Context: an optimization exercise on an open-source flow, tuned for small area, a short achievable clock period and few clock cycles. The choices shown serve that exercise and are no tape-out recipe. In this exercise RTL edits were held to simulation tests only and were not proved equivalent to the original. Power figures rest on the tool's default switching activity, not on a simulated workload.

==> design/flow/design.v <==
module nasa_fa (
    input  wire       clk,
    input  wire       rst,
    input  wire       in_valid,
    input  wire [7:0] in_data,
    output wire       in_ready,
    output reg        pl_valid,
    output reg  [7:0] pl_data,
    output reg        pl_last,
    output reg        pl_empty
);
    localparam [7:0] STX = 8'h32;
    localparam [7:0] ETX = 8'h34;
    localparam [1:0] S_SRCH = 2'd0, S_L1 = 2'd1, S_L2 = 2'd2, S_BODY = 2'd3;
    localparam [1:0] E_IDLE = 2'd0, E_H1 = 2'd1, E_H2 = 2'd2, E_PAY = 2'd3;
    function [3:0] bcls(input [7:0] b);
        bcls = {(b >= 8'd4) && (b <= 8'd126), b == ETX, b == 8'd0, b == STX};
    endfunction
    function [15:0] crc_step(input [15:0] c_in, input [7:0] b);
        integer i;
        reg [15:0] c;
        begin
            c = c_in ^ {b, 8'h00};
            for (i = 0; i < 8; i = i + 1)
                c = c[15] ? ({c[14:0], 1'b0} ^ 16'h1021) : {c[14:0], 1'b0};
            crc_step = c;
        end
    endfunction
    reg  [1023:0] ring;
    reg  [3:0]    f0, f127;             
    wire [7:0]    r0   = ring[7:0];
    wire [7:0]    r31  = ring[255:248];
    wire [7:0]    r63  = ring[511:504];
    wire [7:0]    r95  = ring[767:760];
    wire [7:0]    r126 = ring[1015:1008];
    wire [7:0]    r127 = ring[1023:1016];
    reg           in_ready_q;
    wire          ins = in_valid && in_ready_q;
    always @(posedge clk) begin
        ring <= {ring[1015:0], ins ? in_data : r127};
        f127 <= bcls(r126);
        f0   <= ins ? bcls(in_data) : f127;
    end
    assign in_ready = in_ready_q;
    reg  [6:0]  ph;         
    reg  [6:0]  tail;       
    reg         uany;       
    reg  [6:0]  d;          
    reg         d0, d127;   
    reg  [1:0]  st;
    reg  [6:0]  cs;         
    reg         hi_ok;      
    reg  [6:0]  rem;        
    reg         last_q;     
    reg  [15:0] crc;
    reg         crcz;       
    reg         nv_v;       
    reg         b1_stx, b1_zero, b2_stx;    
    reg  [6:0]  fq0, fq1, fq2, fq3;
    reg  [1:0]  fwp, frp;
    reg  [3:0]  focc;       
    reg  [1:0]  es;
    reg  [1:0]  etap;
    reg  [6:0]  ecnt;
    reg         ezero, eone;    
    wire        fne    = focc[0];
    wire        ffull  = focc[3];
    wire [7:0]  x      = d127 ? r0 : r127;
    wire [3:0]  xf     = d127 ? f0 : f127;
    wire        x_stx  = xf[0];
    wire        x_zero = xf[1];
    wire        x_etx  = xf[2];
    wire        x_len  = xf[3];
    wire        ok_frame = x_etx && crcz;
    wire        body_end = (st == S_BODY) && last_q;
    wire        stall  = ffull && body_end && ok_frame;
    wire        sc_go  = uany && (d0 || d127) && !stall;
    wire        nv_now   = b2_stx && b1_zero && x_len;
    wire        do_push  = sc_go && body_end && ok_frame;
    wire        jump     = sc_go && body_end && !ok_frame && (nv_v || nv_now);
    wire [6:0]  phm1     = ph - 7'd1;
    wire [6:0]  sp       = d127 ? phm1 : ph;
    wire [6:0]  dj       = nv_v ? cs - ph : d - 7'd3;
    reg  [1:0]  st_n;
    reg  [1:0]  cs_sel;     
    always @* begin
        st_n   = st;
        cs_sel = 2'd0;
        if (sc_go) begin
            case (st)
                S_SRCH: if (x_stx) begin cs_sel = 2'd1; st_n = S_L1; end
                S_L1:   st_n = S_L2;
                S_L2: begin
                    if (hi_ok && x_len)  st_n = S_BODY;
                    else if (b1_stx)     begin cs_sel = 2'd2; st_n = S_L2; end
                    else if (x_stx)      begin cs_sel = 2'd1; st_n = S_L1; end
                    else                 st_n = S_SRCH;
                end
                S_BODY: begin
                    if (!last_q)                         st_n = S_BODY;
                    else if (ok_frame || nv_v || nv_now) st_n = S_SRCH;
                    else if (b1_stx)     begin cs_sel = 2'd2; st_n = S_L2; end
                    else if (x_stx)      begin cs_sel = 2'd1; st_n = S_L1; end
                    else                 st_n = S_SRCH;
                end
            endcase
        end
    end
    wire        rebase = ins && !uany;
    wire [6:0]  ph_n   = ph + 7'd1;
    wire        ph_tail = (ph == tail);
    wire        sp_tail = d127 ? (phm1 == tail) : ph_tail;
    wire        uany_n  = jump || ins || (uany && !(sc_go && sp_tail));
    reg  [7:0]  etb;
    always @* begin
        case (etap)
            2'd0:    etb = r31;
            2'd1:    etb = r63;
            2'd2:    etb = r95;
            default: etb = r127;
        endcase
    end
    reg  [6:0]  front;
    always @* begin
        case (frp)
            2'd0:    front = fq0;
            2'd1:    front = fq1;
            2'd2:    front = fq2;
            default: front = fq3;
        endcase
    end
    wire        e_start = (es == E_IDLE) && fne && (front[4:0] == ph[4:0]);
    wire        e_pop   = (es == E_PAY) && (ezero || eone);
    wire        cand    = (st != S_SRCH);
    wire        empty   = !cand && !uany && !fne;
    wire        jump_mb = (st == S_BODY) && last_q && (nv_v || b2_stx);
    wire        nfne_n  = !focc[0] || (!focc[1] && e_pop);
    wire        blk_n   = nfne_n && ((cand && cs == ph_n) ||
                                     (uany && (d0 || d == 7'd1 || jump_mb) && r126 == STX));
    wire        in_ready_n = (empty || ins || ph_tail) && !blk_n;
    always @(posedge clk) begin
        if (rst) begin
            ph         <= 7'd0;
            uany       <= 1'b0;
            st         <= S_SRCH;
            focc       <= 4'd0;
            fwp        <= 2'd0;
            frp        <= 2'd0;
            es         <= E_IDLE;
            in_ready_q <= 1'b1;
            pl_valid   <= 1'b0;
            pl_last    <= 1'b0;
            pl_empty   <= 1'b0;
        end else begin
            ph         <= ph_n;
            uany       <= uany_n;
            st         <= st_n;
            in_ready_q <= in_ready_n;
            if (do_push && !e_pop)      focc <= {focc[2:0], 1'b1};
            else if (e_pop && !do_push) focc <= {1'b0, focc[3:1]};
            if (do_push) fwp <= fwp + 2'd1;
            if (e_pop)   frp <= frp + 2'd1;
            pl_valid <= (es == E_PAY);
            pl_last  <= (es == E_PAY) && (ezero || eone);
            pl_empty <= (es == E_PAY) && ezero;
            case (es)
                E_IDLE:  if (e_start) es <= E_H1;
                E_H1:    es <= E_H2;
                E_H2:    es <= E_PAY;
                default: if (ezero || eone) es <= E_IDLE;
            endcase
        end
    end
    always @(posedge clk) begin
        if (ins) tail <= ph;
        if (jump) begin
            d    <= dj;
            d0   <= (dj == 7'd0);
            d127 <= (dj == 7'd127);
        end else if (sc_go) begin
        end else if (rebase) begin
            d    <= 7'd127;
            d0   <= 1'b0;
            d127 <= 1'b1;
        end else begin
            d    <= d - 7'd1;
            d0   <= (d == 7'd1);
            d127 <= d0;
        end
        case (cs_sel)
            2'd1: cs <= sp;
            2'd2: cs <= sp - 7'd1;
            default: ;
        endcase
        if (sc_go) begin
            b2_stx  <= b1_stx;
            b1_stx  <= x_stx;
            b1_zero <= x_zero;
            if (st == S_L1 || (cs_sel == 2'd2)) hi_ok <= x_zero;
            if (st == S_L2) begin
                rem    <= x[6:0] - 7'd1;
                last_q <= 1'b0;
                crc    <= 16'd0;
                crcz   <= 1'b1;
                nv_v   <= 1'b0;
            end
            if (st == S_BODY) begin
                if (nv_now) nv_v <= 1'b1;
                crc    <= crc_step(crc, x);
                crcz   <= (crc_step(crc, x) == 16'd0);
                rem    <= rem - 7'd1;
                last_q <= (rem == 7'd2);
            end
        end
        if (do_push) begin
            case (fwp)
                2'd0:    fq0 <= cs;
                2'd1:    fq1 <= cs;
                2'd2:    fq2 <= cs;
                default: fq3 <= cs;
            endcase
        end
        case (es)
            E_IDLE: etap <= ~(front[6:5] - ph[6:5]);
            E_H2: begin
                ecnt  <= etb[6:0] - 7'd4;
                ezero <= (etb == 8'd4);
                eone  <= (etb == 8'd5);
            end
            E_PAY: begin
                ecnt  <= ecnt - 7'd1;
                eone  <= (ecnt == 7'd2);
            end
            default: ;
        endcase
        pl_data <= etb;
    end
endmodule
==> design/flow/flow/run.sh <==
#!/bin/bash
# Own flow: the standard layout (standard.sh), unchanged synthesis, with
# two changes for the later steps: the port buffers are buf_4 cells instead
# of the smallest buffer, and timing repair aims at a larger setup margin.
set -euo pipefail
bash standard.sh synth > synth.log 2>&1
export SETUP_SLACK_MARGIN=7.5
export BUFFER_PORTS_ARGS="-buffer_cell sky130_fd_sc_hd__buf_4"
bash standard.sh > layout.log 2>&1
==> design/flow/standard.sh <==
#!/bin/bash
# synth_recipe.tcl (not shown) runs the flow's synth.tcl, then flattens the netlist and writes it again
# the make line also repeats each setting of config.mk as NAME=value (left out here)
make -C /OpenROAD-flow-scripts/flow DESIGN_CONFIG=/design/flow/config.mk WORK_HOME=/design/flow/orfs CLKGATE_MAP_FILE= SYNTH_SCRIPT=/design/flow/synth_recipe.tcl "${@:-finish}"
==> design/flow/config.mk <==
export PLATFORM = sky130hd
export DESIGN_NAME = nasa_fa
export DESIGN_NICKNAME = nasa_fa
export VERILOG_FILES = /design/flow/design.v
export SDC_FILE = /design/flow/constraint.sdc
export NUM_CORES = 4
export LEC_CHECK = 0
export ABC_CLOCK_PERIOD_IN_PS = 3000
export CAP_MARGIN = 20
export CORE_MARGIN = 2
export CORE_UTILIZATION = 60
export CTS_BUF_LIST = sky130_fd_sc_hd__clkbuf_8
export CTS_CLUSTER_DIAMETER = 60
export CTS_CLUSTER_SIZE = 18
export SLEW_MARGIN = 20
==> design/flow/constraint.sdc <==
create_clock -name core_clock -period 10.0 [get_ports {clk}]
set_input_delay 2.0000 -clock core_clock [delete_from_list [all_inputs] [get_ports {clk}]]
set_output_delay 2.0000 -clock core_clock [all_outputs]
set_load 0.01 [all_outputs]
==> impl_metrics.yaml, run 1 <==
logic_synthesis:
  synth_cells: 1714
  ys_seq_elements: 1156
  yosys.area_share.xor_xnor: 0.03030
  synth_compound_area_frac: 0.02709
  synthSimpleGateAreaFrac: 0.04177
  muxShareOfSynthArea: 0.01932
  synth_commonest_cells: "dfxtp_1 (1,064), edfxtp_1 (92), nor2_1 (76)"
  yosysWarnings: 1
  synth_fa_ha_area_frac: 0.01499
  synth_cell_type_count: 73
  synth-edff-count: 92
  synth_top_area_frac: 0.7597
  synthArstFlopShare: 0
  synth_top_family_by_area: "simple AND/OR/NAND/NOR gates"
  synth_area_mm2: 0.02804
  syn_avg_cell_area_um2: 16.36
  ys_top_cells_by_area: "dfxtp_1 (76%), edfxtp_1 (9.9%), xnor2_1 (1.6%), ha_1 (1.4%), xor2_1 (1.0%)"
  syn-num-nets: 1758
  synth_ff_type: "dfxtp_1"
  synth_area_leader_cell: "dfxtp_1"
  yosysMostFrequentCell: "dfxtp_1"
  synth-seq-area-share: 0.8583
power:
  pwr-share-clk: 0.288
  powerDensity_mw_per_mm2: 231.9
  switching_share: 0.2056
  peakVddDrop_v: 0.0001928
  switchingPower_uw: 1465
  comb_power_share: 0.034
  p_seq_frac: 0.678
  p_leak_uw: 0.01202
  intPower_uw: 5658
setup_path:
  crit_path_start_kind: "flop"
  path_max_fanout: 2
  path_class: "reg2out"
  slowest_stage: "dfxtp_4"
  r2r_slack_ns: 7.52
  endpoint_kind: "primary output"
  cp_top_family: "flip-flops"
  slowest_delay_ns: 0.38
  critPathBufInv: 1
  cp.arrival_ns: 1.18
  cp.required_ns: 8.00
  crit_chain: "buf_6"
timing:
  rsz0062_at_grt: "yes"
  setup_ws_ns: 6.820
  hold_viol: 0
  max_freq_mhz: 314.5
  setup_tns_ns: 0
  skew_ns: 0.02199
  tightest_slew_ns: 0.8868
  finalSetupViolations: 0
  fin_crit_ns: 3.180
  slew_headroom: 0.4013
  slew_viol_final: 0
  period_share: 0.3180
placement:
  place_ws_ns: 6.655
  io_buffers: 22
  hpwl_mm: 22.98
  gp_congestion: 0.8162
grt:
  antenna_found_initial: 2
  grt_usage: 0.1605
  grt_pass1_wl_mm: 59.45
  grt_pass1_vias: 11260
  grt_max_degree: 29
  grt_overflow: 0
route:
  ant_nets: 0
  vias: 11730
  drcViolationCount: 0
  dr.pass1.iters: 5
  routed_wl_mm: 38.34
  via_per_inst: 4.786
  drt-wirelength-per-cell_um: 15.65
  drt-initial-drc-count: 739
cells_and_area:
  final_nets: 1865
  layout-drive-gt1-share: 0.1293
  area_growth_pct: 9.564
die:
  die_x_um: 220.2
  dieArea_mm2: 0.04847
  initial_core_util: 0.6048
  die_h_um: 220.2
  rows: 79
  ioPinCount: 23
  core_mm2: 0.04636
clocking:
  htreeDepth: 3
  cts_tree: "yes"
  clk-insertion-delay-late_ns: 0.68
  cts_buffers: 76
  cts_hold_buffers: 0
  clk_pin_slew_ns: 0.11
  root_buffer: "clkbuf_8"
  cts.sinks: 1156
  cts_buffer_depth: 3
status:
  status: "no timing/DRC/antenna violations"
run:
  maxCapViolCount: 0
worst_hold_path:
  hold_path.class: "reg2reg"
final timing paths:
check / to / cells past startpoint / start
setup reg to reg: cs[4] / 10 / d127
setup / recovery: in_ready / 1 / in_ready_q
hold reg to reg: ring[564] / 0 / ring[556]
hold / removal: ring[564] / 0 / ring[556]
power groups by stage:
stage / clock network (uW) / logic [uW] / registers (uW)
after floorplan: 0 / 171 / 4910
after global routing: 2310 / 267 / 4840
final: 2050 / 244 / 4830
after global placement: 0 / 195 / 4940
after detailed placement: 0 / 198 / 4940
after CTS: 2150 / 219 / 4840
flip-flops by register name, summed over array words and instances, names as in the netlist, 2 cells and up:
| register | cells |
|---|---|
| focc | 4 |
| st | 2 |
| f127 | 4 |
| etap | 2 |
| rem | 7 |
| fq2 | 7 |
| crc | 16 |
| d | 7 |
| tail | 7 |
| ring | 1024 |
| frp | 2 |
| cs | 7 |
| ph | 7 |
| f0 | 4 |
| fq1 | 7 |
| fq0 | 7 |
| es | 2 |
| fwp | 2 |
| fq3 | 7 |
| ecnt | 7 |
| pl_data | 8 |
repair_timing:
action,4_1_cts,5_1_grt
cloned,1,0
resized for setup,50,31
setup buffers,9,20
setup endpoints to repair,77,48
pin swaps,8,13
placed cells by master, fill, tap and decap left out, types with 13 or more instances in the layout:
cell type | netlist | routed
nand2_1 | 45 | 41
edfxtp_1 | 92 | 92
buf_4 | 1 | 38
buf_6 | 1 | 13
dfxtp_1 | 1064 | 1047
nand3_1 | 22 | 21
clkbuf_8 | 0 | 79
o21ai_0 | 29 | 22
nor2_1 | 76 | 73
xnor2_1 | 51 | 51
nor3_1 | 15 | 15
ha_1 | 32 | 30
xor2_1 | 33 | 33
inv_1 | 25 | 31
a21oi_1 | 30 | 28
cells by family after synthesis:
logic type,Yosys count
DFF,1156
xor gates and xnor gates,91
buffers and inverters,52
muxes,37
AOI/OAI and AO/OA,114
and+or+nand+nor,231
adders and majority gates,33
layer usage:
layer | up-vias | wire length (um) | track usage | part of all wire
met5 | - | 0 | 0 | 0
met4 | 0 | 944 | 0.05996 | 0.025
met3 | 67 | 1656 | 0.03835 | 0.043
met2 | 215 | 16350 | 0.2338 | 0.43
met1 | 5622 | 19390 | 0.2348 | 0.51
li1 | 5822 | - | - | -
per-stage QoR:
stage | util | hold WS [ns] | std cells | cell area (um^2) | power [uW]
after detailed placement | 0.6235 | 0.3121 | 2320 | 28910 | 5140
after global placement | 0.6235 | 0.3095 | 2320 | 28910 | 5134
after CTS | 0.6561 | 0.3198 | 2428 | 30420 | 7205
after floorplan | - | 0.3096 | 1714 | 28120 | 5081
after global routing | 0.6626 | 0.3183 | 2449 | 30720 | 7418
final | 0.6626 | 0.3181 | 2450 | 30720 | 7123
area by class of cell:
cell class              count  area, um^2
flip-flops and latches   1156       24100
fillers                  3320       15640
multi-input cells         506        4003
clock buffers              79        1087
well taps                 607       759.5
repair buffers             54       504.2
clock inverters            19       152.6
inverters                  27       110.1
diodes                      2       5.005
Testbench counts, summed over its fixed seeds: cycles 18,671.
==> run 2, diff against run 1 <==
--- a/design/flow/flow/run.sh
+++ b/design/flow/flow/run.sh
@@ -5,5 +5,5 @@
 set -euo pipefail
 bash standard.sh synth > synth.log 2>&1
-export SETUP_SLACK_MARGIN=7.5
+export SETUP_SLACK_MARGIN=7
 export BUFFER_PORTS_ARGS="-buffer_cell sky130_fd_sc_hd__buf_4"
 bash standard.sh > layout.log 2>&1
--- a/design/flow/config.mk
+++ b/design/flow/config.mk
@@ -6,8 +6,8 @@
 export NUM_CORES = 4
 export LEC_CHECK = 0
-export ABC_CLOCK_PERIOD_IN_PS = 3000
+export ABC_AREA = 1
 export CAP_MARGIN = 20
 export CORE_MARGIN = 2
-export CORE_UTILIZATION = 60
+export CORE_UTILIZATION = 75
 export CTS_BUF_LIST = sky130_fd_sc_hd__clkbuf_8
 export CTS_CLUSTER_DIAMETER = 60
==> run 2 against run 1 <==
Against the previous run: synthesized cell count up 14%; clock skew up 0.0063 ns; hold slack about the same; utilization up 15 points; fmax up 1.5%; highest routed layer unchanged; count of clock-buffer cells in the layout down 1; still clean; global-route usage up 10 points.
==> impl_metrics.yaml, run 2 <==
status:
  status: "no timing/DRC/antenna violations"
logic_synthesis:
  syn-num-nets: 2000
  synth_cell_type_count: 54
  synth_cells: 1956
  synth_top_area_frac: 0.7510
  syn_avg_cell_area_um2: 14.50
  yosysMostFrequentCell: "dfxtp_1"
  synth-seq-area-share: 0.8485
  ys_top_cells_by_area: "dfxtp_1 (75%), edfxtp_1 (9.7%), nand2_1 (3.0%), ha_1 (1.4%), inv_1 (1.3%)"
  synth-edff-count: 92
  ys_seq_elements: 1156
  synth_commonest_cells: "dfxtp_1 (1,064), nand2_1 (230), inv_1 (102)"
  yosysWarnings: 1
  synth_area_leader_cell: "dfxtp_1"
  synth_ff_type: "dfxtp_1"
  synth_area_mm2: 0.02836
  synthArstFlopShare: 0
die:
  die_x_um: 198.5
  core_mm2: 0.03749
  initial_core_util: 0.7565
  ioPinCount: 23
  dieArea_mm2: 0.03939
  die_h_um: 198.5
  rows: 71
clocking:
  cts_tree: "yes"
  cts.sinks: 1156
  cts_buffer_depth: 3
  htreeDepth: 3
  cts_buffers: 75
  cts_hold_buffers: 0
  root_buffer: "clkbuf_8"
  clk-insertion-delay-late_ns: 0.66
  clk_pin_slew_ns: 0.11
setup_path:
  cp_top_family: "flip-flops"
  critPathBufInv: 1
  cp.arrival_ns: 1.13
  endpoint_kind: "primary output"
  timing.rr.end: "ecnt[6]"
  r2r-start: "etap[0]"
  ff2ff_path_depth: 11
  slowest_delay_ns: 0.38
  r2r_slack_ns: 7.05
  crit_chain: "buf_6"
  path_class: "reg2out"
  crit_path_start_kind: "flop"
  cp.required_ns: 8.00
  slowest_stage: "dfxtp_2"
  path_max_fanout: 1
cells_and_area:
  layout_commonest_cell: "dfxtp_1"
  regMostFlops: "ring"
  layout_common_cells: "dfxtp_1 (1,052), nand2_1 (230), inv_1 (110), edfxtp_1 (92), nor2_1 (84)"
  final_nets: 2089
  top_regs: "ring: 1024 flops, crc: 16 flops, pl_data: 8 flops"
  layout-drive-gt1-share: 0.09020
  fill_cells: 1778
  diodes: 0
  largest_reg_flops: 1024
  finalInstanceArea_mm2: 0.03039
  stdcell_count: 2573
  area_growth_pct: 7.151
power:
  switchingPower_uw: 1613
  intPower_uw: 5639
  comb_power_share: 0.045
  total_power_uw: 7252
  p_seq_frac: 0.671
  peakVddDrop_v: 0.0001922
  switching_share: 0.2225
  p_leak_uw: 0.01245
  powerDensity_mw_per_mm2: 238.6
  pwr-share-clk: 0.284
grt:
  antenna_found_initial: 0
  grt_pass1_wl_mm: 76.69
  grt_pass1_vias: 13830
  grt_usage: 0.2606
  grt_max_degree: 27
  grt_overflow: 0
worst_hold_path:
  hold_path.class: "reg2reg"
  hold-path-cell-count: 0
  min_to: "ring[47]"
  min-delay-start: "ring[39]"
route:
  drt-wirelength-per-cell_um: 19.14
  routed_wl_mm: 49.24
  drcViolationCount: 0
  drt-initial-drc-count: 1008
  via_per_inst: 5.162
  ant_nets: 0
  vias: 13280
  dr.pass1.iters: 6
placement:
  gp_congestion: 0.8645
  place_ws_ns: 6.393
  hpwl_mm: 30.17
  dpl_cell_area_mm2: 0.02907
  io_buffers: 22
  placed_cells: 2472
timing:
  finalSetupViolations: 0
  rsz0062_at_grt: "yes"
  setup_ws_ns: 6.868
  tightest_slew_ns: 0.8415
  setup_tns_ns: 0
  slew_viol_final: 0
  max_freq_mhz: 319.3
  slew_headroom: 0.4311
  period_share: 0.3132
  skew_ns: 0.02829
  fin_crit_ns: 3.132
  hold_viol: 0
run:
  maxCapViolCount: 0
==> run 2: cell count changes after synthesis, moves of 8 or more <==
| cell | previous run | this run |
|---|---|---|
| o21ai_0 | 29 | 56 |
| clkbuf_1 | 14 | 5 |
| nand4_1 | 6 | 17 |
| mux2_2 | 13 | 0 |
| nor2_1 | 76 | 87 |
| mux4_2 | 8 | 0 |
| nor2b_1 | 8 | 0 |
| nand2_2 | 2 | 12 |
| nand2_1 | 45 | 230 |
| nand3_1 | 22 | 63 |
| xnor2_1 | 51 | 18 |
| and2_1 | 12 | 0 |
| inv_1 | 25 | 102 |
==> run 2: how the worst max path moves through the flow <==
| stage | depth (start not counted) | slack [ns] | endpoint | startpoint |
|---|---|---|---|---|
| detailed placement | 6 | 6.39 | f0[2] | in_valid |
| CTS | 1 | 6.82 | pl_data[3] | pl_data[3] |
| global route | 1 | 6.83 | pl_data[3] | pl_data[3] |
| floorplan | 3 | 7.01 | tail[0] | in_valid |
| global placement | 6 | 6.46 | f0[2] | in_valid |
| finish | 1 | 6.87 | pl_data[6] | pl_data[6] |
==> run 2: power groups by stage <==
stage	clock, uW	sequential (uW)	combinational (uW)
after global placement	0	4960	278
after floorplan	0	4940	216
final	2060	4870	325
after detailed placement	0	4970	301
after CTS	2100	4870	314
after global routing	2260	4880	353
==> run 2: metal layers <==
layer	track usage	share of wire	wire (um)
met5	0	0	0
met4	0.1213	0.038	1864
met1	0.3392	0.42	20660
met3	0.03747	0.050	2473
met2	0.4370	0.49	24240
==> run 2: repair_timing <==
| item | in CTS | in global routing |
|---|---|---|
| gates resized for setup | 24 | 9 |
| pin swaps | 0 | 1 |
| buffers inserted | 0 | 7 |
| endpoints found under the setup margin | 14 | 16 |
==> run 2: final cells by class <==
cell class / instances / area (um^2) / area share
Tap cell: 511 / 639.4 / 0.02104
Timing Repair Buffer: 32 / 291.5 / 0.009593
Clock inverter: 16 / 107.6 / 0.003541
Sequential cell: 1156 / 24080 / 0.7923
Inverter: 107 / 410.4 / 0.01350
Multi-Input combinational cell: 673 / 3789 / 0.1247
Clock buffer: 78 / 1074 / 0.03533
==> run 2: through the flow <==
step                hold WS [ns]    util
finish                    0.3186  0.8106
global route              0.3155  0.8106
CTS                       0.3147  0.8085
detailed placement        0.3121  0.7753
global placement          0.3100  0.7753
floorplan                 0.3096       -
==> run 2: cells by family after synthesis <==
logic type	count (synthesis)	synth area share
buffers and inverters	127	0.01866
XOR/XNOR	63	0.02104
multiplexers	3	0.001059
AO/OA/AOI/OAI	122	0.02471
adder cells (fa/ha/maj)	33	0.01482
flip-flops	1156	0.8485
AND/OR/NAND/NOR	452	0.07125
==> run 3, diff against run 2 <==
--- a/design/flow/config.mk
+++ b/design/flow/config.mk
@@ -6,5 +6,5 @@
 export NUM_CORES = 4
 export LEC_CHECK = 0
-export ABC_AREA = 1
+export ABC_CLOCK_PERIOD_IN_PS = 3000
 export CAP_MARGIN = 20
 export CORE_MARGIN = 2
==> run 3 against run 2 <==
Against the previous run: still clean; sequential power hardly changed; final cell count is 11% lower; first-iteration DRC count is 6.3% lower; power is 2.3% lower; global-route usage is 0.83 points lower; critical path type unchanged; fmax is 0.44% lower.
==> impl_metrics.yaml, run 3 <==
status:
  status: "no timing/DRC/antenna violations"
placement:
  io_buffers: 22
  dpl_cell_area_mm2: 0.02868
  gp_congestion: 0.8398
  hpwl_mm: 28.61
route:
  via_per_inst: 5.293
  drt-initial-drc-count: 944
  drcViolationCount: 0
  vias: 12090
  routed_wl_mm: 47.08
  drt-wirelength-per-cell_um: 20.62
  ant_nets: 0
  dr.pass1.iters: 5
logic_synthesis:
  synth_compound_area_frac: 0.02709
  synth_top_area_frac: 0.7597
  yosys.area_share.xor_xnor: 0.03030
  synth_cell_type_count: 73
  synth_area_mm2: 0.02804
  synth-seq-area-share: 0.8583
  synth_ff_type: "dfxtp_1"
  synth_commonest_cells: "dfxtp_1 (1,064), edfxtp_1 (92), nor2_1 (76)"
  synthSimpleGateAreaFrac: 0.04177
  synthArstFlopShare: 0
  synth_fa_ha_area_frac: 0.01499
  yosysWarnings: 1
  yosysMostFrequentCell: "dfxtp_1"
  synth_top_family_by_area: "simple AND/OR/NAND/NOR gates"
  synth_area_leader_cell: "dfxtp_1"
  ys_seq_elements: 1156
  synth_cells: 1714
  syn_avg_cell_area_um2: 16.36
  muxShareOfSynthArea: 0.01932
  synth-edff-count: 92
  syn-num-nets: 1758
  ys_top_cells_by_area: "dfxtp_1 (76%), edfxtp_1 (9.9%), xnor2_1 (1.6%), ha_1 (1.4%), xor2_1 (1.0%)"
clocking:
  cts.sinks: 1156
  htreeDepth: 3
  root_buffer: "clkbuf_8"
  clk-insertion-delay-late_ns: 0.65
  cts_tree: "yes"
  cts_buffer_depth: 3
  clk_pin_slew_ns: 0.11
  cts_buffers: 75
  cts_hold_buffers: 0
die:
  dieArea_mm2: 0.03895
  initial_core_util: 0.7640
  ioPinCount: 23
  die_x_um: 197.3
  rows: 70
  die_h_um: 197.3
  core_mm2: 0.03670
setup_path:
  endpoint_kind: "primary output"
  ff2ff_path_depth: 11
  crit_chain: "buf_6"
  crit_path_end: "pl_last"
  crit_path_start_kind: "flop"
  critPathLaunch: "pl_last"
  slowest_delay_ns: 0.38
  slowest_stage: "dfxtp_2"
  r2r-start: "d127"
  crit_cells: 1
  path_max_fanout: 1
  r2r_slack_ns: 7.17
  cp_top_family: "flip-flops"
  cp.arrival_ns: 1.15
  critPathBufInv: 1
  cp.required_ns: 8.00
  path_class: "reg2out"
  timing.rr.end: "cs[4]"
cells_and_area:
  layout_commonest_cell: "dfxtp_1"
  top_regs: "ring: 1024 flops, crc: 16 flops, pl_data: 8 flops"
  fill_cells: 1605
  finalInstanceArea_mm2: 0.02999
  final_nets: 1837
  diodes: 0
  layout_common_cells: "dfxtp_1 (1,049), edfxtp_1 (92), clkbuf_8 (77), nor2_1 (74), xnor2_1 (51)"
  area_growth_pct: 6.953
  layout-drive-gt1-share: 0.09697
  regMostFlops: "ring"
  largest_reg_flops: 1024
power:
  p_leak_uw: 0.01179
  peakVddDrop_v: 0.0002102
  total_power_uw: 7085
  powerDensity_mw_per_mm2: 236.3
timing:
  hold_viol: 0
  slew_viol_final: 0
  tightest_slew_ns: 0.9433
  skew_ns: 0.02999
  period_share: 0.3145
  rsz0062_at_grt: "yes"
  finalSetupViolations: 0
  setup_tns_ns: 0
  slew_headroom: 0.3696
  max_freq_mhz: 317.9
  fin_crit_ns: 3.145
run:
  maxCapViolCount: 0
grt:
  antenna_found_initial: 1
  grt_max_degree: 29
  grt_usage: 0.2522
  grt_pass1_wl_mm: 72.82
  grt_pass1_vias: 12770
  grt_overflow: 0
worst_hold_path:
  min-delay-start: "ring[843]"
  hold_path.class: "reg2reg"
==> run 3: cell types whose count changed in the layout (fill, tap and decap cells not counted), sizes merged, moves of 15 or more <==
cell	before	now
inv	119	44
nor2	91	76
nand3	65	22
xnor2	22	56
o21ai	64	31
nand2	246	47
==> run 3: per-layer routing <==
metal | share of wire | GRT usage
met2 | 0.49 | 0.4242
met3 | 0.055 | 0.05173
met1 | 0.42 | 0.3254
met5 | 0 | 0
met4 | 0.035 | 0.09719
==> run 3: area by class of cell <==
class | instances | area, um^2 | share of cell area
Multi-Input combinational cell | 506 | 3767 | 0.1256
Tap cell | 468 | 585.6 | 0.01953
Clock inverter | 22 | 110.1 | 0.003672
Clock buffer | 77 | 1060 | 0.03534
Timing Repair Buffer | 27 | 277.8 | 0.009263
Sequential cell | 1156 | 24080 | 0.8031
Inverter | 27 | 103.9 | 0.003463
==> run 3: cell families after synthesis <==
group           after synthesis
xor+xnor                     91
compound gates              114
fa+ha+maj                    33
mux                          37
simple gates                231
flops                      1156
buf+inv                      52
==> run 3: stage by stage <==
step | instances | hold slack [ns] | setup WS [ns] | util
2_1_floorplan | 1714 | 0.3096 | 6.915 | -
3_3_place_gp | 2181 | 0.3100 | 6.528 | 0.7815
3_5_place_dp | 2181 | 0.3121 | 6.474 | 0.7815
4_1_cts | 2281 | 0.3205 | 6.803 | 0.8154
5_1_grt | 2283 | 0.3200 | 6.801 | 0.8171
6_report | 2283 | 0.3195 | 6.855 | 0.8171
==> run 3: worst min-delay path by stage <==
| stage | slack [ns] | depth (start not counted) | end |
|---|---|---|---|
| 2_1_floorplan | 0.31 | 0 | ring[1000] |
| 4_1_cts | 0.32 | 0 | ring[150] |
| 5_1_grt | 0.32 | 0 | ring[599] |
| 3_3_place_gp | 0.31 | 0 | ring[727] |
| 6_report | 0.32 | 0 | ring[851] |
| 3_5_place_dp | 0.31 | 0 | ring[509] |
==> run 3: power breakdown <==
| group | switching, uW | internal, uW |
|---|---|---|
| combinational | 116 | 95.5 |
| sequential | 65.1 | 4780 |
| clock | 1310 | 715 |
==> run 3: what timing repair did <==
item                       CTS  global route
pin swaps                    0             1
setup buffers                1             1
gates cloned                 0             1
setup endpoints to repair   22            17
gates resized for setup     26            11
==> run 4, diff against run 3 <==
--- a/design/flow/config.mk
+++ b/design/flow/config.mk
@@ -10,6 +10,6 @@
 export CORE_MARGIN = 2
 export CORE_UTILIZATION = 75
-export CTS_BUF_LIST = sky130_fd_sc_hd__clkbuf_8
+export CTS_BUF_LIST = sky130_fd_sc_hd__clkbuf_16
 export CTS_CLUSTER_DIAMETER = 60
-export CTS_CLUSTER_SIZE = 18
+export CTS_CLUSTER_SIZE = 28
 export SLEW_MARGIN = 20
==> run 4 against run 3 <==
Against the previous run: count of clock-buffer cells in the layout shrank 27; clock skew grew 0.0029 ns; setup slack better by 0.030 ns; first-iteration DRC count rose by 22%; area after synthesis did not move; routed wire length is 12% higher; via count is 3.2% higher; sequential power is essentially flat; largest cell class unchanged.
==> impl_metrics.yaml, run 4 <==
setup_path:
  slowest_stage: "dfxtp_2"
  crit_path_start_kind: "flop"
  endpoint_kind: "primary output"
  ff2ff_path_depth: 9
  r2r-start: "d127"
  crit_chain: "buf_6"
  path_max_fanout: 2
  slowest_delay_ns: 0.38
  path_class: "reg2out"
  critPathBufInv: 1
  crit_cells: 1
  timing.rr.end: "focc[1]"
  cp.required_ns: 8.00
  r2r_slack_ns: 7.12
  cp.arrival_ns: 1.11
  cp_top_family: "flip-flops"
logic_synthesis:
  syn_avg_cell_area_um2: 16.36
  synth_top_area_frac: 0.7597
  synth_ff_type: "dfxtp_1"
  synthArstFlopShare: 0
  yosysWarnings: 1
  yosysMostFrequentCell: "dfxtp_1"
  synth_area_leader_cell: "dfxtp_1"
  synth_cells: 1714
  ys_seq_elements: 1156
  synth-edff-count: 92
  synth_area_mm2: 0.02804
  ys_top_cells_by_area: "dfxtp_1 (76%), edfxtp_1 (9.9%), xnor2_1 (1.6%), ha_1 (1.4%), xor2_1 (1.0%)"
  synth-seq-area-share: 0.8583
  syn-num-nets: 1758
  synth_cell_type_count: 73
  synth_commonest_cells: "dfxtp_1 (1,064), edfxtp_1 (92), nor2_1 (76)"
grt:
  met2_usage: 0.4791
  grt_pass1_wl_mm: 79.56
  grt_pass1_vias: 13100
  antenna_found_initial: 5
  grt_usage: 0.2806
  use_met3: 0.04746
  grtUsageMet1: 0.3507
  grt_max_degree: 30
  grt_busiest_layer: "met2"
  grt_overflow: 0
clocking:
  clk_pin_slew_ns: 0.12
  cts_tree: "yes"
  root_buffer: "clkbuf_16"
  cts_hold_buffers: 0
  cts_buffers: 50
  cts.sinks: 1156
  cts_buffer_depth: 3
  htreeDepth: 2
  clk-insertion-delay-late_ns: 0.62
route:
  via_per_inst: 5.514
  drt-initial-drc-count: 1147
  drcViolationCount: 0
  ant_nets: 0
  dr.pass1.iters: 5
  drt-wirelength-per-cell_um: 23.42
  routed_wl_mm: 52.95
  vias: 12470
die:
  die_x_um: 197.3
  rows: 70
  die_h_um: 197.3
  dieArea_mm2: 0.03895
  ioPinCount: 23
  core_mm2: 0.03670
  initial_core_util: 0.7640
cells_and_area:
  top_regs: "ring: 1024 flops, crc: 16 flops, pl_data: 8 flops"
  diodes: 0
  fill_cells: 1547
  largest_reg_flops: 1024
  layout_common_cells: "dfxtp_1 (1,050), edfxtp_1 (92), nor2_1 (74), xnor2_1 (51), clkbuf_16 (51)"
  seqCellArea_mm2: 0.02408
  multi_input_area_mm2: 0.003767
  finalInstanceArea_mm2: 0.03031
  layout_commonest_cell: "dfxtp_1"
  layout-drive-gt1-share: 0.08979
  regMostFlops: "ring"
  area_growth_pct: 8.118
  final_nets: 1820
timing:
  setup_ws_ns: 6.885
  setup_tns_ns: 0
  slew_headroom: 0.3518
  fin_crit_ns: 3.115
  max_freq_mhz: 321.0
  hold_viol: 0
  rsz0062_at_grt: "yes"
  slew_viol_final: 0
  period_share: 0.3115
  skew_ns: 0.03291
  finalSetupViolations: 0
  tightest_slew_ns: 0.9700
power:
  total_power_uw: 7406
  powerDensity_mw_per_mm2: 244.3
  p_leak_uw: 0.01189
  peakVddDrop_v: 0.0002576
run:
  maxCapViolCount: 0
placement:
  gp_congestion: 0.8398
  hpwl_mm: 28.61
  place_ws_ns: 6.474
  io_buffers: 22
  dpl_cell_area_mm2: 0.02868
worst_hold_path:
  hold-path-cell-count: 0
  min-delay-start: "ring[612]"
  min_to: "ring[620]"
  hold_path.class: "reg2reg"
status:
  status: "no timing/DRC/antenna violations"
## run 4: kinds of logic after synthesis
family	count (synthesis)	share of synthesized area
flip-flops	1156	0.8583
adder cells (fa/ha/maj)	33	0.01499
AO/OA/AOI/OAI	114	0.02709
multiplexers	37	0.01932
XOR/XNOR	91	0.03030
AND/OR/NAND/NOR	231	0.04177
buffers and inverters	52	0.008256
## run 4: cell type report
type / count / share of cell area
Timing Repair Buffer: 35 / 0.01114
Inverter: 27 / 0.003550
Clock buffer: 50 / 0.04128
Tap cell: 468 / 0.01932
Multi-Input combinational cell: 506 / 0.1243
Sequential cell: 1156 / 0.7944
Clock inverter: 19 / 0.006026
## run 4: how the worst max path moves through the flow
| stage | start | to | slack (ns) |
|---|---|---|---|
| 2_1_floorplan | in_data[3] | f0[1] | 6.92 |
| 3_3_place_gp | in_valid | in_ready_q | 6.53 |
| 3_5_place_dp | in_valid | in_ready_q | 6.47 |
| 4_1_cts | in_ready_q | in_ready | 6.86 |
| 5_1_grt | in_ready_q | in_ready | 6.86 |
| 6_report | in_ready_q | in_ready | 6.89 |
## run 4: repair_timing
action | in CTS | in global routing
setup buffers | 1 | 9
cloned | 0 | 1
setup endpoints to repair | 22 | 19
pin swaps | 0 | 1
hold endpoints to repair | 0 | 0
gates resized for setup | 28 | 9
## run 4: metal layers
| metal | wire [um] | share of wire |
|---|---|---|
| met3 | 3289 | 0.062 |
| met4 | 2445 | 0.046 |
| met5 | 30 | 0.00057 |
| met2 | 26130 | 0.49 |
| met1 | 21050 | 0.40 |
## run 4: report_power, final
part | leakage [uW] | switching (uW) | total (uW) | internal (uW)
Clock | 0.000724 | 1390 | 2330 | 939
Sequential | 0.00954 | 72.4 | 4850 | 4780
Combinational | 0.00162 | 123 | 222 | 98.5
Total | 0.0119 | 1590 | 7410 | 5820
## run 4: metrics by stage
| step | utilization | hold slack, ns | std cells |
|---|---|---|---|
| 2_1_floorplan | - | 0.3096 | 1714 |
| 3_3_place_gp | 0.7815 | 0.3100 | 2181 |
| 3_5_place_dp | 0.7815 | 0.3121 | 2181 |
| 4_1_cts | 0.8226 | 0.3145 | 2251 |
| 5_1_grt | 0.8260 | 0.3184 | 2261 |
| 6_report | 0.8260 | 0.3140 | 2261 |
==> run 5, diff against run 4 <==
--- a/design/flow/config.mk
+++ b/design/flow/config.mk
@@ -9,7 +9,7 @@
 export CAP_MARGIN = 20
 export CORE_MARGIN = 2
-export CORE_UTILIZATION = 75
-export CTS_BUF_LIST = sky130_fd_sc_hd__clkbuf_16
-export CTS_CLUSTER_DIAMETER = 60
-export CTS_CLUSTER_SIZE = 28
+export CORE_UTILIZATION = 40
+export CTS_BUF_LIST = sky130_fd_sc_hd__clkbuf_4
+export CTS_CLUSTER_DIAMETER = 40
+export CTS_CLUSTER_SIZE = 10
 export SLEW_MARGIN = 20
==> run 5 against run 4 <==
Against the previous run: sequential power about the same; area after synthesis unchanged; setup slack worse by 0.32 ns; largest power group unchanged.
==> impl_metrics.yaml, run 5 <==
status:
  status: "no timing/DRC/antenna violations"
logic_synthesis:
  synth_commonest_cells: "dfxtp_1 (1,064), edfxtp_1 (92), nor2_1 (76)"
  synth-seq-area-share: 0.8583
  synth_area_mm2: 0.02804
  synth_cells: 1714
  synthArstFlopShare: 0
  synth_top_area_frac: 0.7597
  synth_cell_type_count: 73
  ys_seq_elements: 1156
  synth-edff-count: 92
  synth_area_leader_cell: "dfxtp_1"
  yosysMostFrequentCell: "dfxtp_1"
  syn_avg_cell_area_um2: 16.36
  synth_ff_type: "dfxtp_1"
  syn-num-nets: 1758
  yosysWarnings: 1
  ys_top_cells_by_area: "dfxtp_1 (76%), edfxtp_1 (9.9%), xnor2_1 (1.6%), ha_1 (1.4%), xor2_1 (1.0%)"
grt:
  grt_pass1_vias: 12220
  grt_overflow: 0
  antenna_found_initial: 2
  grt_pass1_wl_mm: 63.10
  grt_max_degree: 29
  grt_usage: 0.1129
timing:
  skew_ns: 0.03846
  finalSetupViolations: 0
  max_freq_mhz: 290.9
  tightest_slew_ns: 0.8840
  fin_crit_ns: 3.438
  slew_viol_final: 0
  holdWs_ns: 0.3058
  hold_viol: 0
  setup_tns_ns: 0
  period_share: 0.3438
  setup_ws_ns: 6.563
  rsz0062_at_grt: "yes"
  slew_headroom: 0.4092
cells_and_area:
  layout-drive-gt1-share: 0.1461
  layout_common_cells: "dfxtp_1 (1,052), clkbuf_4 (160), edfxtp_1 (92), nor2_1 (74), xnor2_1 (51)"
  final_nets: 1903
  largest_reg_flops: 1024
  regMostFlops: "ring"
  top_regs: "ring: 1024 flops, crc: 16 flops, pl_data: 8 flops"
  area_growth_pct: 10.45
  layout_commonest_cell: "dfxtp_1"
run:
  maxCapViolCount: 0
placement:
  io_buffers: 22
  gp_congestion: 0.8283
  place_ws_ns: 6.444
  hpwl_mm: 22.91
route:
  drt-wirelength-per-cell_um: 13.62
  via_per_inst: 4.222
  routed_wl_mm: 38.81
  ant_nets: 0
  vias: 12030
  dr.pass1.iters: 5
  drcViolationCount: 0
  drt-initial-drc-count: 555
clocking:
  clk-insertion-delay-late_ns: 0.95
  cts_buffers: 143
  clk_pin_slew_ns: 0.10
  cts.sinks: 1156
  cts_buffer_depth: 3
  cts_tree: "yes"
  cts_hold_buffers: 0
  htreeDepth: 4
  root_buffer: "clkbuf_4"
die:
  die_h_um: 268.8
  rows: 97
  initial_core_util: 0.4025
  core_mm2: 0.06966
  ioPinCount: 23
  die_x_um: 268.8
  dieArea_mm2: 0.07223
power:
  p_leak_uw: 0.01203
  peakVddDrop_v: 0.0001386
  powerDensity_mw_per_mm2: 237.9
setup_path:
  critPathLaunch: "in_ready_q"
  path_max_fanout: 2
  timing.rr.end: "cs[4]"
  crit_path_end: "in_ready"
  cp.arrival_ns: 1.44
  crit_cells: 1
  slowest_stage: "dfxtp_4"
  cp_top_family: "flip-flops"
  ff2ff_path_depth: 11
  endpoint_kind: "primary output"
  crit_chain: "buf_6"
  critPathBufInv: 1
  r2r_slack_ns: 7.02
  crit_path_start_kind: "flop"
  cp.required_ns: 8.00
  slowest_delay_ns: 0.40
  path_class: "reg2out"
  r2r-start: "d127"
worst_hold_path:
  hold_path.class: "reg2reg"
[run 5: cell type report]
class                      count  area (um^2)
inverter                      27        101.3
fill                        6197        38700
timing repair buffer          25        262.8
tap                          940         1176
sequential                  1156        24080
antenna                        1        2.502
multi-input combinational    506         3767
clock inverter                35        374.1
clock buffer                 160         1201
[run 5: cell families (layout without fill, tap and decap cells)]
kind of cell	after synthesis	count (layout)	synth area share
mux	37	37	0.01932
xor+xnor	91	91	0.03030
fa+ha+maj	33	33	0.01499
compound gates	114	114	0.02709
other cells	0	1	0
buf+inv	52	247	0.008256
flops	1156	1156	0.8583
simple gates	231	231	0.04177
[run 5: how the worst min path moves through the flow]
stage / cells after the start / to / start
4_1_cts: 0 / ring[661] / ring[653]
6_report: 0 / ring[160] / ring[152]
5_1_grt: 0 / ring[661] / ring[653]
3_3_place_gp: 0 / ring[181] / ring[173]
2_1_floorplan: 0 / ring[1000] / ring[992]
3_5_place_dp: 0 / ring[342] / ring[334]
[run 5: where the power goes]
group | switching [uW] | internal [uW] | total [uW]
Sequential | 55.6 | 4780 | 4830
Clock | 1400 | 928 | 2330
Combinational | 110 | 95.2 | 205
[run 5: metal layers]
layer / up-vias / GRT usage / share of wire
met3: 90 / 0.04100 / 0.056
met2: 282 / 0.1598 / 0.42
li1: 5970 / - / -
met5: - / 0 / 0
met4: 0 / 0.05646 / 0.028
met1: 5692 / 0.1523 / 0.50
[run 5: stage by stage]
step / total power [uW] / area [um^2] / utilization / std cells
2_1_floorplan: 5076 / 28050 / - / 1714
3_3_place_gp: 5131 / 29260 / 0.4201 / 2652
3_5_place_dp: 5137 / 29270 / 0.4201 / 2652
4_1_cts: 7484 / 30910 / 0.4437 / 2847
5_1_grt: 7713 / 30970 / 0.4445 / 2850
6_report: 7368 / 30970 / 0.4445 / 2850
[run 5: worst register-to-register path, cell delays in order, from the launching register on]
cell	delay, ns
edfxtp_1	0.41
buf_12	0.20
mux2_2	0.40
a31oi_4	0.28
nand2_1	0.17
o22ai_1	0.21
and4b_1	0.25
ha_2	0.22
nand3_1	0.16
o2bb2ai_1	0.20
a21oi_1	0.11
xnor2_1	0.12
[run 5: timing repair]
| item | 4_1_cts | 5_1_grt |
|---|---|---|
| setup endpoints to repair | 14 | 18 |
| resized for setup | 26 | 8 |
| setup buffers | 0 | 1 |
| gates cloned | 0 | 1 |
| pin swaps | 0 | 0 |
==> run 6, diff against run 5 <==
--- a/design/flow/design.v
+++ b/design/flow/design.v
@@ -28,10 +28,9 @@
     endfunction
     reg  [1023:0] ring;
-    reg  [3:0]    f0, f127;             
+    reg  [3:0]    f0;                   
     wire [7:0]    r0   = ring[7:0];
     wire [7:0]    r31  = ring[255:248];
     wire [7:0]    r63  = ring[511:504];
     wire [7:0]    r95  = ring[767:760];
-    wire [7:0]    r126 = ring[1015:1008];
     wire [7:0]    r127 = ring[1023:1016];
     reg           in_ready_q;
@@ -39,6 +38,5 @@
     always @(posedge clk) begin
         ring <= {ring[1015:0], ins ? in_data : r127};
-        f127 <= bcls(r126);
-        f0   <= ins ? bcls(in_data) : f127;
+        f0   <= bcls(ins ? in_data : r127);
     end
     assign in_ready = in_ready_q;
@@ -47,5 +45,5 @@
     reg         uany;       
     reg  [6:0]  d;          
-    reg         d0, d127;   
+    reg         d127;       
     reg  [1:0]  st;
     reg  [6:0]  cs;         
@@ -66,6 +64,6 @@
     wire        fne    = focc[0];
     wire        ffull  = focc[3];
-    wire [7:0]  x      = d127 ? r0 : r127;
-    wire [3:0]  xf     = d127 ? f0 : f127;
+    wire [7:0]  x      = r0;
+    wire [3:0]  xf     = f0;
     wire        x_stx  = xf[0];
     wire        x_zero = xf[1];
@@ -75,11 +73,11 @@
     wire        body_end = (st == S_BODY) && last_q;
     wire        stall  = ffull && body_end && ok_frame;
-    wire        sc_go  = uany && (d0 || d127) && !stall;
+    wire        sc_go  = uany && d127 && !stall;
     wire        nv_now   = b2_stx && b1_zero && x_len;
     wire        do_push  = sc_go && body_end && ok_frame;
     wire        jump     = sc_go && body_end && !ok_frame && (nv_v || nv_now);
     wire [6:0]  phm1     = ph - 7'd1;
-    wire [6:0]  sp       = d127 ? phm1 : ph;
-    wire [6:0]  dj       = nv_v ? cs - ph : d - 7'd3;
+    wire [6:0]  sp       = phm1;
+    wire [6:0]  dj       = nv_v ? cs - ph : 7'd124;
     reg  [1:0]  st_n;
     reg  [1:0]  cs_sel;     
@@ -110,5 +108,5 @@
     wire [6:0]  ph_n   = ph + 7'd1;
     wire        ph_tail = (ph == tail);
-    wire        sp_tail = d127 ? (phm1 == tail) : ph_tail;
+    wire        sp_tail = (phm1 == tail);
     wire        uany_n  = jump || ins || (uany && !(sc_go && sp_tail));
     reg  [7:0]  etb;
@@ -137,5 +135,5 @@
     wire        nfne_n  = !focc[0] || (!focc[1] && e_pop);
     wire        blk_n   = nfne_n && ((cand && cs == ph_n) ||
-                                     (uany && (d0 || d == 7'd1 || jump_mb) && r126 == STX));
+                                     (uany && (d == 7'd1 || jump_mb)));
     wire        in_ready_n = (empty || ins || ph_tail) && !blk_n;
     always @(posedge clk) begin
@@ -176,15 +174,12 @@
         if (jump) begin
             d    <= dj;
-            d0   <= (dj == 7'd0);
             d127 <= (dj == 7'd127);
         end else if (sc_go) begin
         end else if (rebase) begin
             d    <= 7'd127;
-            d0   <= 1'b0;
             d127 <= 1'b1;
         end else begin
             d    <= d - 7'd1;
-            d0   <= (d == 7'd1);
-            d127 <= d0;
+            d127 <= (d == 7'd0);
         end
         case (cs_sel)
--- a/design/flow/config.mk
+++ b/design/flow/config.mk
@@ -9,7 +9,7 @@
 export CAP_MARGIN = 20
 export CORE_MARGIN = 2
-export CORE_UTILIZATION = 40
-export CTS_BUF_LIST = sky130_fd_sc_hd__clkbuf_4
-export CTS_CLUSTER_DIAMETER = 40
-export CTS_CLUSTER_SIZE = 10
+export CORE_UTILIZATION = 75
+export CTS_BUF_LIST = sky130_fd_sc_hd__clkbuf_8
+export CTS_CLUSTER_DIAMETER = 60
+export CTS_CLUSTER_SIZE = 18
 export SLEW_MARGIN = 20
==> run 6 against run 5 <==
Against the previous run: register-to-register slack improved by 0.02 ns; sequential power decreased by 0.8%; count of clock-buffer cells in the layout shrank 83; routed wire length is 0.95% higher; fmax increased by 9.6%; power decreased by 6.5%; combinational power decreased by about 50%; non-clock buffer count is 2 lower; die area is 47% lower; clock power is 14% lower; first-iteration DRC count rose by 30%; synthesized cell count fell by 4.5%; critical endpoint unchanged; highest routed layer unchanged.
==> impl_metrics.yaml, run 6 <==
status:
  status: "no timing/DRC/antenna violations"
die:
  die_x_um: 195.0
  initial_core_util: 0.7658
  core_mm2: 0.03574
  ioPinCount: 23
  dieArea_mm2: 0.03804
  rows: 69
  die_h_um: 195.0
run:
  maxCapViolCount: 0
logic_synthesis:
  synth-edff-count: 91
  yosysWarnings: 1
  synth_commonest_cells: "dfxtp_1 (1,060), edfxtp_1 (91), nor2_1 (63)"
  synth_area_mm2: 0.02737
  syn-num-nets: 1684
  yosysMostFrequentCell: "dfxtp_1"
  synth_top_area_frac: 0.7752
  synth-seq-area-share: 0.8751
  ys_seq_elements: 1151
  synth_area_leader_cell: "dfxtp_1"
  ys_top_cells_by_area: "dfxtp_1 (78%), edfxtp_1 (10%), xnor2_1 (1.7%), ha_1 (1.6%), xor2_1 (0.99%)"
  synth_cells: 1637
  synthArstFlopShare: 0
  syn_avg_cell_area_um2: 16.72
  synth_ff_type: "dfxtp_1"
  synth_cell_type_count: 67
timing:
  fin_crit_ns: 3.135
  slew_viol_final: 0
  skew_ns: 0.03806
  rsz0062_at_grt: "yes"
  slew_headroom: 0.3402
  period_share: 0.3135
  setup_tns_ns: 0
  max_freq_mhz: 319.0
  tightest_slew_ns: 0.9873
  finalSetupViolations: 0
  setup_ws_ns: 6.865
  holdWs_ns: 0.3119
  hold_viol: 0
grt:
  grt_usage: 0.2138
  grt_overflow: 0
  grt_pass1_vias: 11510
  grt_pass1_wl_mm: 61.91
  grt_max_degree: 26
  antenna_found_initial: 1
cells_and_area:
  area_growth_pct: 6.998
  regMostFlops: "ring"
  top_regs: "ring: 1024 flops, crc: 16 flops, pl_data: 8 flops"
  final_nets: 1765
  layout_common_cells: "dfxtp_1 (1,049), edfxtp_1 (91), clkbuf_8 (77), nor2_1 (63), xnor2_1 (52)"
  fill_cells: 1715
  layout_commonest_cell: "dfxtp_1"
  largest_reg_flops: 1024
  multi_input_area_mm2: 0.003208
  post-route-util: 0.8194
  layout-drive-gt1-share: 0.08698
  seqCellArea_mm2: 0.02397
clocking:
  root_buffer: "clkbuf_8"
  cts.sinks: 1151
  htreeDepth: 3
  cts_tree: "yes"
  clk-insertion-delay-late_ns: 0.66
  clk_pin_slew_ns: 0.11
  cts_buffer_depth: 3
  cts_hold_buffers: 0
  cts_buffers: 74
worst_hold_path:
  hold_path.class: "reg2reg"
route:
  dr.pass1.iters: 5
  vias: 11090
  via_per_inst: 5.044
  drt-wirelength-per-cell_um: 17.82
  routed_wl_mm: 39.18
  drcViolationCount: 0
  ant_nets: 0
  drt-initial-drc-count: 719
power:
  powerDensity_mw_per_mm2: 235.1
  peakVddDrop_v: 0.0001978
  p_leak_uw: 0.01154
setup_path:
  slowest_delay_ns: 0.36
  crit_path_start_kind: "flop"
  slowest_stage: "dfxtp_4"
  r2r_slack_ns: 7.04
  critPathBufInv: 1
  cp.arrival_ns: 1.14
  path_class: "reg2out"
  cp.required_ns: 8.00
  cp_top_family: "flip-flops"
  path_max_fanout: 2
  crit_chain: "buf_6"
  endpoint_kind: "primary output"
placement:
  io_buffers: 22
  gp_congestion: 0.8295
  place_ws_ns: 6.549
  hpwl_mm: 23.60
run 6: cell types whose count changed after synthesis, sizes merged, moves of 9 or more:
cell   previous run  this run
nand2            47        31
nor2             76        63
o21ai            31        19
mux2             14         3
inv              26        36
nor3             17        26
run 6: logic make-up (layout without fill, tap and decap cells):
kind of cell / after synthesis / after routing / synth area share
buffers and inverters: 55 / 154 / 0.009279
muxes: 29 / 29 / 0.01440
adders and majority gates: 37 / 37 / 0.01710
AOI/OAI and AO/OA: 80 / 80 / 0.01865
xor gates and xnor gates: 84 / 84 / 0.02715
DFF: 1151 / 1151 / 0.8751
and+or+nand+nor: 201 / 201 / 0.03835
other: 0 / 2 / 0
run 6: final cells by class:
cell class / instances / area share
diodes: 2 / 0.0001709
clock buffers: 77 / 0.03618
clock inverters: 17 / 0.003418
inverters: 37 / 0.005169
multi-input cells: 431 / 0.1095
flip-flops and latches: 1151 / 0.8184
well taps: 461 / 0.01969
repair buffers: 23 / 0.007433
run 6: path summary, 6_finish.rpt:
path / from / end / cells after the start
setup / recovery: in_ready_q / in_ready / 1
hold / removal: ring[796] / ring[804] / 0
setup reg to reg: st[1] / cs[5] / 9
hold reg to reg: ring[796] / ring[804] / 0
run 6: stage by stage:
| step | total power [uW] | instances | cell area (um^2) |
|---|---|---|---|
| after floorplan | 4952 | 1637 | 27400 |
| after global placement | 4982 | 2102 | 28030 |
| after detailed placement | 4994 | 2102 | 28030 |
| after CTS | 6937 | 2197 | 29280 |
| after global routing | 7121 | 2197 | 29280 |
| final | 6887 | 2199 | 29290 |
run 6: power breakdown:
group	internal [uW]	switching, uW
logic	44.2	58.2
registers	4750	42.8
clock network	714	1280
total	5500	1380
run 6: layer usage:
| layer | GRT usage | part of all wire | routed length (um) | vias up |
|---|---|---|---|---|
| met5 | 0 | 0 | 0 | - |
| met4 | 0.07690 | 0.029 | 1134 | 0 |
| met3 | 0.04680 | 0.044 | 1735 | 90 |
| met2 | 0.3459 | 0.47 | 18440 | 247 |
| met1 | 0.2896 | 0.46 | 17870 | 5289 |
| li1 | - | - | - | 5466 |
run 6: repair_timing:
item / CTS / global route
gates resized for setup: 27 / 1
setup endpoints to repair: 13 / 13
gates cloned: 0 / 0
setup buffers: 1 / 0
pin swaps: 0 / 0
Testbench counts of run 6, summed over its fixed seeds: cycles 18,671.
==> run 7, diff against run 6 <==
--- a/design/flow/design.v
+++ b/design/flow/design.v
@@ -42,5 +42,5 @@
     assign in_ready = in_ready_q;
     reg  [6:0]  ph;         
-    reg  [6:0]  tail;       
+    reg  [6:0]  dt;         
     reg         uany;       
     reg  [6:0]  d;          
@@ -77,7 +77,7 @@
     wire        do_push  = sc_go && body_end && ok_frame;
     wire        jump     = sc_go && body_end && !ok_frame && (nv_v || nv_now);
-    wire [6:0]  phm1     = ph - 7'd1;
-    wire [6:0]  sp       = phm1;
-    wire [6:0]  dj       = nv_v ? cs - ph : 7'd124;
+    wire [6:0]  sp       = ph - 7'd1;
+    wire [6:0]  cs_ph    = cs - ph;
+    wire [6:0]  dj       = nv_v ? cs_ph : 7'd124;
     reg  [1:0]  st_n;
     reg  [1:0]  cs_sel;     
@@ -107,6 +107,6 @@
     wire        rebase = ins && !uany;
     wire [6:0]  ph_n   = ph + 7'd1;
-    wire        ph_tail = (ph == tail);
-    wire        sp_tail = (phm1 == tail);
+    wire        ph_tail = (dt == 7'd0);
+    wire        sp_tail = (dt == 7'd1);
     wire        uany_n  = jump || ins || (uany && !(sc_go && sp_tail));
     reg  [7:0]  etb;
@@ -132,7 +132,7 @@
     wire        cand    = (st != S_SRCH);
     wire        empty   = !cand && !uany && !fne;
-    wire        jump_mb = (st == S_BODY) && last_q && (nv_v || b2_stx);
+    wire        jump_mb = (st == S_BODY) && last_q && nv_v;
     wire        nfne_n  = !focc[0] || (!focc[1] && e_pop);
-    wire        blk_n   = nfne_n && ((cand && cs == ph_n) ||
+    wire        blk_n   = nfne_n && ((cand && cs_ph == 7'd1) ||
                                      (uany && (d == 7'd1 || jump_mb)));
     wire        in_ready_n = (empty || ins || ph_tail) && !blk_n;
@@ -171,5 +171,5 @@
     end
     always @(posedge clk) begin
-        if (ins) tail <= ph;
+        dt <= ins ? 7'd1 : dt + 7'd1;
         if (jump) begin
             d    <= dj;
--- a/design/flow/config.mk
+++ b/design/flow/config.mk
@@ -10,5 +10,5 @@
 export CORE_MARGIN = 2
 export CORE_UTILIZATION = 75
-export CTS_BUF_LIST = sky130_fd_sc_hd__clkbuf_8
+export CTS_BUF_LIST = sky130_fd_sc_hd__clkbuf_8 sky130_fd_sc_hd__clkbuf_16
 export CTS_CLUSTER_DIAMETER = 60
 export CTS_CLUSTER_SIZE = 18
==> run 7 against run 6 <==
Against the previous run: still clean on timing, DRC and antenna; non-clock buffer count up 6; critical path depth stayed put; area after synthesis decreased by 1.1%; combinational power rose by 56%; power up 15%.
==> impl_metrics.yaml, run 7 <==
status:
  status: "no timing/DRC/antenna violations"
run:
  maxCapViolCount: 0
clocking:
  cts_tree: "yes"
  clk_pin_slew_ns: 0.09
  root_buffer: "clkbuf_16"
  cts_buffer_depth: 3
  cts.sinks: 1151
  cts_buffers: 74
  clk-insertion-delay-late_ns: 0.61
  htreeDepth: 3
  cts_hold_buffers: 0
cells_and_area:
  layout_commonest_cell: "dfxtp_1"
  area_growth_pct: 10.90
  regMostFlops: "ring"
  top_regs: "ring: 1024 flops, crc: 16 flops, pl_data: 8 flops"
  largest_reg_flops: 1024
  layout-drive-gt1-share: 0.08922
  layout_common_cells: "dfxtp_1 (1,055), edfxtp_1 (84), clkbuf_16 (79), nor2_1 (67), xnor2_1 (51)"
  final_nets: 1752
  post-route-util: 0.8443
worst_hold_path:
  hold-path-cell-count: 0
  min_to: "ring[836]"
  min-delay-start: "ring[828]"
  hold_path.class: "reg2reg"
placement:
  gp_congestion: 0.8017
  hpwl_mm: 20.77
  io_buffers: 22
power:
  intPower_uw: 6254
  p_leak_uw: 0.01190
  pwr-share-clk: 0.371
  switchingPower_uw: 1680
  comb_power_share: 0.020
  switching_share: 0.2117
  powerDensity_mw_per_mm2: 264.2
  p_seq_frac: 0.609
  peakVddDrop_v: 0.0002825
grt:
  grt_max_degree: 26
  grt_pass1_vias: 12610
  antenna_found_initial: 5
  grt_pass1_wl_mm: 77.11
  grt_usage: 0.2763
  grt_overflow: 0
route:
  drcViolationCount: 0
  via_per_inst: 5.339
  drt-wirelength-per-cell_um: 23.17
  vias: 11690
  routed_wl_mm: 50.73
  dr.pass1.iters: 5
  ant_nets: 0
  drt-initial-drc-count: 994
logic_synthesis:
  syn_avg_cell_area_um2: 16.73
  synth_ff_type: "dfxtp_1"
  syn-num-nets: 1664
  ys_seq_elements: 1151
  synth_cell_type_count: 60
  synth_top_area_frac: 0.7888
  synth_area_leader_cell: "dfxtp_1"
  ys_top_cells_by_area: "dfxtp_1 (79%), edfxtp_1 (9.3%), xnor2_1 (1.6%), ha_1 (1.5%), nor2_1 (0.93%)"
  synth_commonest_cells: "dfxtp_1 (1,067), edfxtp_1 (84), nor2_1 (67)"
  synth_cells: 1619
  yosysWarnings: 1
  synth-seq-area-share: 0.8819
  synth-edff-count: 84
  synthArstFlopShare: 0
  synth_area_mm2: 0.02708
  yosysMostFrequentCell: "dfxtp_1"
setup_path:
  cp.required_ns: 8.00
  slowest_delay_ns: 0.37
  r2r_slack_ns: 7.06
  crit_chain: "buf_6"
  path_class: "reg2out"
  crit_cells: 1
  endpoint_kind: "primary output"
  r2r-start: "st[1]"
  path_max_fanout: 2
  crit_path_start_kind: "flop"
  ff2ff_path_depth: 11
  cp.arrival_ns: 1.10
  slowest_stage: "dfxtp_4"
  critPathBufInv: 1
  timing.rr.end: "cs[6]"
  cp_top_family: "flip-flops"
timing:
  rsz0062_at_grt: "yes"
  tightest_slew_ns: 1.030
  hold_viol: 0
  setup_tns_ns: 0
  slew_headroom: 0.3115
  max_freq_mhz: 322.7
  fin_crit_ns: 3.099
  period_share: 0.3099
  finalSetupViolations: 0
  slew_viol_final: 0
  skew_ns: 0.01991
die:
  rows: 69
  ioPinCount: 23
  dieArea_mm2: 0.03764
  die_h_um: 194.0
  die_x_um: 194.0
  initial_core_util: 0.7613
  core_mm2: 0.03557
[run 7: logic make-up (layout without fill, tap and decap cells)]
family | count (synthesis) | after routing | share of synthesized area
fa+ha+maj | 34 | 34 | 0.01599
buf+inv | 53 | 160 | 0.007901
compound gates | 76 | 76 | 0.01862
simple gates | 205 | 205 | 0.03798
mux | 26 | 26 | 0.01335
flops | 1151 | 1151 | 0.8819
other cells | 0 | 2 | 0
xor+xnor | 74 | 74 | 0.02421
[run 7: through the flow]
step	instances	hold WS (ns)	cell area (um^2)	setup slack [ns]	power, uW
global placement	2085	0.3098	27760	6.483	5043
finish	2189	0.3135	30030	6.901	7934
CTS	2181	0.3207	29950	6.902	7914
floorplan	1619	0.3096	27100	6.711	5002
detailed placement	2085	0.3121	27760	6.442	5054
global route	2187	0.3171	30030	6.863	8147
[run 7: cell type report]
| cell class | count | area, um^2 |
|---|---|---|
| clock buffers | 80 | 1991 |
| diodes | 2 | 5.005 |
| repair buffers | 29 | 262.8 |
| fillers | 1506 | 5539 |
| flip-flops and latches | 1151 | 23900 |
| multi-input cells | 415 | 3037 |
| inverters | 36 | 135.1 |
| clock inverters | 15 | 120.1 |
| well taps | 461 | 576.8 |
[run 7: worst max-delay path by stage]
stage / from / to / slack, ns
after detailed placement: in_valid / f0[3] / 6.44
after floorplan: in_valid / f0[3] / 6.71
after CTS: pl_data[7] / pl_data[7] / 6.90
after global routing: pl_data[5] / pl_data[5] / 6.86
after global placement: in_valid / f0[3] / 6.48
final: in_ready_q / in_ready / 6.90
[run 7: repair_timing]
item,in CTS,in global routing
pin swaps,0,1
endpoints found under the hold margin,0,0
endpoints found under the setup margin,15,17
buffers inserted,1,6
resized for setup,26,7
[run 7: power by group through the flow]
stage | clock (uW) | combinational, uW | sequential, uW
after global routing | 3130 | 170 | 4840
after CTS | 2940 | 148 | 4830
after global placement | 0 | 129 | 4910
final | 2940 | 159 | 4830
after detailed placement | 0 | 133 | 4920
after floorplan | 0 | 111 | 4890
[run 7: routing by layer]
layer	vias to the layer above	share of wire	wire, um	GRT usage
met1	5740	0.41	20580	0.3511
li1	5417	-	-	-
met4	2	0.035	1775	0.1077
met2	401	0.51	25630	0.4705
met3	126	0.054	2727	0.05688
met5	-	0.00026	13	0
Testbench counts of run 7, summed over its fixed seeds: cycles 18,671.

-- separate check: timing with driven ports --
The results above use ideal ports. As a check the final layouts listed here were re-extracted and re-timed, cells and wires unchanged.
Step 1: set_driving_cell puts a clkbuf_16 on clk and a buf_2 on each other input, an assumption about the parent block.
Step 2, shift: input delay + t, output delay - t, t = (earliest + latest rising clock arrival at the registers) / 2. This alone moves slack from input paths to output paths.
a / b / c = ideal / step 1 / step 2; a / b = the first two.
| run | t (ns) | setup slack, ns | hold WS [ns] | latest minus earliest clock arrival (ns) | worst data-port slew with drivers (ns) |
|---|---|---|---|---|---|
| run 1 | 0.721 | 6.820 / 6.768 / 6.661 | 0.318 / 0.318 / 0.318 | 0.026 / 0.026 | 0.03 |
| run 2 | 0.698 | 6.868 / 6.817 / 6.501 | 0.319 / 0.319 / 0.319 | 0.038 / 0.038 | 0.04 |
| run 3 | 0.690 | 6.855 / 6.803 / 6.431 | 0.319 / 0.319 / 0.319 | 0.036 / 0.037 | 0.04 |
| run 4 | 0.670 | 6.885 / 6.828 / 6.480 | 0.314 / 0.314 / 0.314 | 0.044 / 0.044 | 0.04 |
| run 5 | 0.986 | 6.562 / 6.506 / 6.469 | 0.306 / 0.306 / 0.306 | 0.046 / 0.046 | 0.03 |
| run 6 | 0.693 | 6.865 / 6.817 / 6.556 | 0.312 / 0.312 / 0.312 | 0.038 / 0.038 | 0.05 |
| run 7 | 0.662 | 6.901 / 6.844 / 6.490 | 0.314 / 0.314 / 0.314 | 0.023 / 0.022 | 0.03 |
After both steps setup and hold are still met in every run listed. For run 3, which loses most, drivers alone change the setup slack by -0.052 ns; drivers and shift together by -0.424 ns.
